Context: an optimization exercise on an open-source flow, tuned for small area, a short achievable clock period and few clock cycles per item. The choices shown serve that exercise and are no tape-out recipe. Function was checked by simulation only, so behaviour that the tests miss may differ from the original.

`run.sh`:
```
#!/bin/bash
# synth_recipe.tcl (not shown) runs the flow's synth.tcl, then flattens the netlist and writes it again
# the make line also repeats each setting of config.mk as NAME=value (left out here)
make -C /OpenROAD-flow-scripts/flow DESIGN_CONFIG=/design/flow/config.mk WORK_HOME=/design/flow/orfs CLKGATE_MAP_FILE= SYNTH_SCRIPT=/design/flow/synth_recipe.tcl finish
```
`config.mk`:
```
export PLATFORM = sky130hd
export DESIGN_NAME = lfm_calibrator
export DESIGN_NICKNAME = lfm_calibrator
export VERILOG_FILES = /design/flow/design.v
export SDC_FILE = /design/flow/constraint.sdc
export NUM_CORES = 4
export LEC_CHECK = 0
export CAP_MARGIN = 20
export CORE_MARGIN = 2
export CORE_UTILIZATION = 40
export SLEW_MARGIN = 20
```
`constraint.sdc`:
```
create_clock -name core_clock -period 15.0 [get_ports {clk}]
set_input_delay 3.0000 -clock core_clock [delete_from_list [all_inputs] [get_ports {clk}]]
set_output_delay 3.0000 -clock core_clock [all_outputs]
set_load 0.01 [all_outputs]
```
`design.v`:
```
module lfm_calibrator (
    input  wire        clk,
    input  wire        rst,
    input  wire        start,
    input  wire [15:0] scan1,
    input  wire [15:0] scan2,
    input  wire        smp_valid,
    output wire        smp_ready,
    input  wire [11:0] smp,
    output reg         done,
    output reg         cal_ok,
    output reg  [43:0] cal_num,
    output reg  [31:0] cal_den
);
    localparam S_IDLE   = 2'd0;
    localparam S_CAL1   = 2'd1;
    localparam S_CAL2   = 2'd2;
    localparam S_FINISH = 2'd3;
    reg [1:0]  state;
    reg [15:0] cnt;           
    reg [15:0] scan2_q;
    reg [11:0] cmin, cmax;
    reg [12:0] mid2;          
    reg [27:0] lo_sum, hi_sum;
    reg [15:0] lo_cnt, hi_cnt;
    assign smp_ready = (state == S_CAL1) || (state == S_CAL2);
    wire take = smp_valid && smp_ready;
    wire [11:0] new_min = (smp < cmin) ? smp : cmin;
    wire [11:0] new_max = (smp > cmax) ? smp : cmax;
    wire [12:0] smp2    = {smp, 1'b0};
    always @(posedge clk) begin
        if (rst) begin
            state <= S_IDLE;
            done  <= 1'b0;
        end else begin
            done <= 1'b0;
            case (state)
                S_IDLE: begin
                    if (start) begin
                        cnt     <= scan1;
                        scan2_q <= scan2;
                        cmin    <= 12'hFFF;
                        cmax    <= 12'h000;
                        lo_sum  <= 28'd0;
                        hi_sum  <= 28'd0;
                        lo_cnt  <= 16'd0;
                        hi_cnt  <= 16'd0;
                        state   <= S_CAL1;
                    end
                end
                S_CAL1: begin
                    if (take) begin
                        cmin <= new_min;
                        cmax <= new_max;
                        cnt  <= cnt - 1'b1;
                        if (cnt == 16'd1) begin
                            mid2  <= {1'b0, new_min} + {1'b0, new_max};
                            cnt   <= scan2_q;
                            state <= S_CAL2;
                        end
                    end
                end
                S_CAL2: begin
                    if (take) begin
                        if (smp2 < mid2) begin
                            lo_sum <= lo_sum + smp;
                            lo_cnt <= lo_cnt + 1'b1;
                        end else if (smp2 > mid2) begin
                            hi_sum <= hi_sum + smp;
                            hi_cnt <= hi_cnt + 1'b1;
                        end
                        cnt <= cnt - 1'b1;
                        if (cnt == 16'd1)
                            state <= S_FINISH;
                    end
                end
                S_FINISH: begin
                    done <= 1'b1;
                    if (lo_cnt == 16'd0 || hi_cnt == 16'd0) begin
                        cal_ok  <= 1'b0;
                        cal_num <= 44'd0;
                        cal_den <= 32'd1;
                    end else begin
                        cal_ok  <= 1'b1;
                        cal_num <= lo_sum * hi_cnt + hi_sum * lo_cnt;
                        cal_den <= (lo_cnt * hi_cnt) << 1;
                    end
                    state <= S_IDLE;
                end
            endcase
        end
    end
endmodule
```
==> notes.md <==
-- layout by cell type (no fill, tap or decap), drive strengths merged, types with 27 or more instances in the layout --
cell,instances
buf,61
clkbuf,44
nor3,59
nand2,773
xor2,66
or3,27
and2,462
o21ai,72
nand3,61
fa,1002
and3,41
edfxtp,234
clkdlybuf4s50,126
a21oi,140
inv,1201
nor2,204
a21o,51
xnor2,61
nand4,40
ha,385
-- metal layers --
| layer | up-vias | global-route usage, % |
|---|---|---|
| met5 | - | 0 |
| met4 | 2 | 6.95 |
| met3 | 238 | 2.29 |
| met2 | 1022 | 35.7 |
| met1 | 18800 | 29.0 |
| li1 | 16300 | - |
-- cell families (layout without fill, tap and decap cells) --
group,Yosys count,in the layout
multiplexers,43,43
XOR/XNOR,127,127
AO/OA/AOI/OAI,393,393
buffers and inverters,1494,1447
AND/OR/NAND/NOR,1760,1760
flip-flops,237,237
adder cells (fa/ha/maj),1387,1387
-- registers in the layout, summed over array words and instances, names as in the netlist, 2 cells and up --
signal / count
hi_cnt: 16
cmax: 12
lo_sum: 28
state: 2
hi_sum: 28
cmin: 12
cal_num: 44
lo_cnt: 16
scan2_q: 16
mid2: 13
cal_den: 32
cnt: 16
-- metrics by stage --
| step | utilization, % | instance area, sq um | worst slack, ps |
|---|---|---|---|
| floorplan | - | 50300 | 7100 |
| global placement | 42.3 | 53000 | 6670 |
| detailed placement | 42.3 | 53000 | 6550 |
| CTS | 43.2 | 54100 | 6530 |
| global route | 43.2 | 54100 | 6220 |
| finish | 43.2 | 54100 | 6490 |
-- path summary, 6_finish.rpt --
kind                            slack (ps)                      from                   endpoint
worst max-delay path                  6490  hi_cnt[14]$_SDFFCE_PN0P_  cal_num[39]$_SDFFCE_PN0P_
worst min-delay path                   560     state[0]$_SDFFE_PP0P_      state[0]$_SDFFE_PP0P_
worst max register to register        6490  hi_cnt[14]$_SDFFCE_PN0P_  cal_num[39]$_SDFFCE_PN0P_
worst min register to register         560     state[0]$_SDFFE_PP0P_      state[0]$_SDFFE_PP0P_
-- layout make-up --
class | count | area (sq um) | share of cell area (%)
Clock inverter | 17 | 231 | 0.428
Sequential cell | 237 | 7090 | 13.1
Timing Repair Buffer | 187 | 1720 | 3.18
Tap cell | 1650 | 2060 | 3.82
Inverter | 1199 | 4500 | 8.32
Multi-Input combinational cell | 3710 | 37600 | 69.5
Clock buffer | 44 | 888 | 1.64
-- tightest hold or removal path: stages, from the launching register on --
cell and delay (ps):
dfxtp_1 330, inv_1 100, a211oi_1 70
==> impl_results.md <==
- Status: finished clean
- Die W: between 300 and 400 microns
- Max H-tree Level: 2
- Worst-path maximum fanout: 30
- Initial cell density of the core: 40.1%
- Hold Path Class: register to register
- Slowest cell delay on critical path: ~850 ps
- Simple-gate share of the synthesized area: between 15 and 20%
- Post-synth design cell area: 0.0503 sq mm
- Synth async-reset ratio: 0%
- I/O pin count: 127
- Core area: 0.125 sq mm
- Cts-stage hold buffer count: 0
- Syn Area/Cell: roughly 9.2 sq um
- Seq/Total Area, Yosys: 14.1%
- Aggregate global-route resource usage: 21.3%
- Met2 wire len: approximately 64 mm
- Number of I/O port buffers: approximately 130
- Pins Over Slew Limit: 0
- Cell variety after synth: 82
- WHS: 560 ps
- Met3 Wirelength: about 6.6 mm
- Vias in the first global route: between 30000 and 40000
- Die Height: between 300 and 400 microns
- Worst reg2reg path depth: 21
- Mux contribution to synthesized area: less than 1%
- Clk pin slew, worst setup/hold paths: roughly 60 ps
- Seq cells post-synth: 237
- Number of flops mapped to enable cells by yosys: about 230
- Clock buffer depth: 3
- Top-area cell type share of the netlist area: around 40%
- Syn Nets: between 6000 and 7000
- Arrival time at the worst endpoint: just under 9000 ps
- Synth top cells by count: 1198 x inv_1, 1002 x fa_1, 773 x nand2_1
- Critical Path Stages: 21
- Max-cap viol count: 0
- Worst EP required: around 15000 ps
- DP Cell Count: 6983
- CTS Sinks: 237
- Rel. slew slack: 26.6%
- Root buffer cell: clkbuf_16
- Worst clock skew: 30.6 ps
- Final GP Congestion: around 0.87
- Top Metal Used: met5
- Post-Route WL: around 130 mm
- Post-Synth XOR/XNOR Area: under 10%
- Gr ovfl total: 0
- Initial DRC Count: between 2000 and 2500
- Critical path, cell by cell: buf_4 > and2_1 > fa_1 > fa_1 > inv_1 > fa_1 > fa_1 > inv_1 > fa_1 > fa_1 > fa_1 > fa_1 > ha_1 > nand4_1 > nor3_1 > o21ai_1 > nor3b_1 > or4_4 > and3_1 > o2111ai_1 > nand4_1
- Post-CTS setup repair buffer count: 0
- Cell family with most CP delay: adder cells
- Num CTS Buffers: 34
- TNS Setup: 0 ps
- Most numerous cell on the critical path: fa_1
- Worst hold stages: 2
- CP max-delay cell: edfxtp_1
- Layout cells sized above 1: between 3 and 4%
- Top post-synthesis cells by area: fa_1 40%, edfxtp_1 14%, ha_1 9.6%
- Final HPWL DP: between 100 and 150 mm
- Antenna cells: 0
- First-pass GRT wire length: approximately 220 mm
- Die Area: around 0.13 sq mm
- Met1 wire length: 57.2 mm
- CTS resizes: 0
- Clock tree from TritonCTS: yes
- Adder-cell share of the synthesized area: about 50%
- Crit path time final: ~8500 ps
- RSZ-0062 raised after global routing: no
- Vias post-DR: approximately 36000
- Drt pass-1 iters: 6
- Syn Inst Count: roughly 5400
- Area grow syn2layout: 7.59%
- Max Clk Rate: about 120 MHz
- Finished Layout Cells: 7044
- Setup CP Type: register to register
- Least-Margin Pin Slew: approximately 1100 ps
- Synth Area in Compound Gates: ~5%
- Most frequent cell after synthesis: inv_1
- Post-synth top flop: edfxtp_1
- Startpoint types: register
- Largest family of logic cells by synthesized area: adder cells
- Row count: between 100 and 150
- Synth warnings: 1
- Nature of the critical path endpoint: register
- Crit path buf inv count: 3
- Initial antenna violation count: 1
- Remaining antenna violation count after routing: 0
- Period utilisation layout: 56.7%
- DRC: 0
- Worst-skew pair later-pin latency: about 610 ps
- Final hold vios: 0
- Final nets: slightly below 7000
- Pin count of the biggest net entering global routing: 53
- WL/cell: 18.8 microns
- Fillers: approximately 12000
- Vias/cell: between 5 and 6
- Yosys top cell by area: fa_1
- Final setup vio count: 0
Testbench counts, summed over its fixed seeds: cycles 231,049, items 96.

static timing again, ports no longer ideal:
In the flow no input, the clock included, has a driving cell. The finished layout below was timed again as built, in two steps.
Step 1: set_driving_cell puts a clkbuf_16 on clk and a buf_2 on each other input, an assumption about the parent block.
Step 2 adds t to the input delays and takes it off the output delays; t is the mean of the earliest and latest rising clock arrival at the registers after step 1. Input paths then give back, and output paths get back, about the clock's delay inside the block.
Three values: ideal, step 1, step 2; two values: the first two.
t (ns): 0.664
setup slack, ns: 6.491 / 6.491 / 6.491
hold WS [ns]: 0.560 / 0.560 / 0.560
worst setup path at the end: register to register
slew at the worst register clock pin (ns): 0.08 / 0.08
After both steps this run still meets setup and hold. The setup slack of this run moves by 0.000 ns with the drivers and by 0.000 ns with both steps.
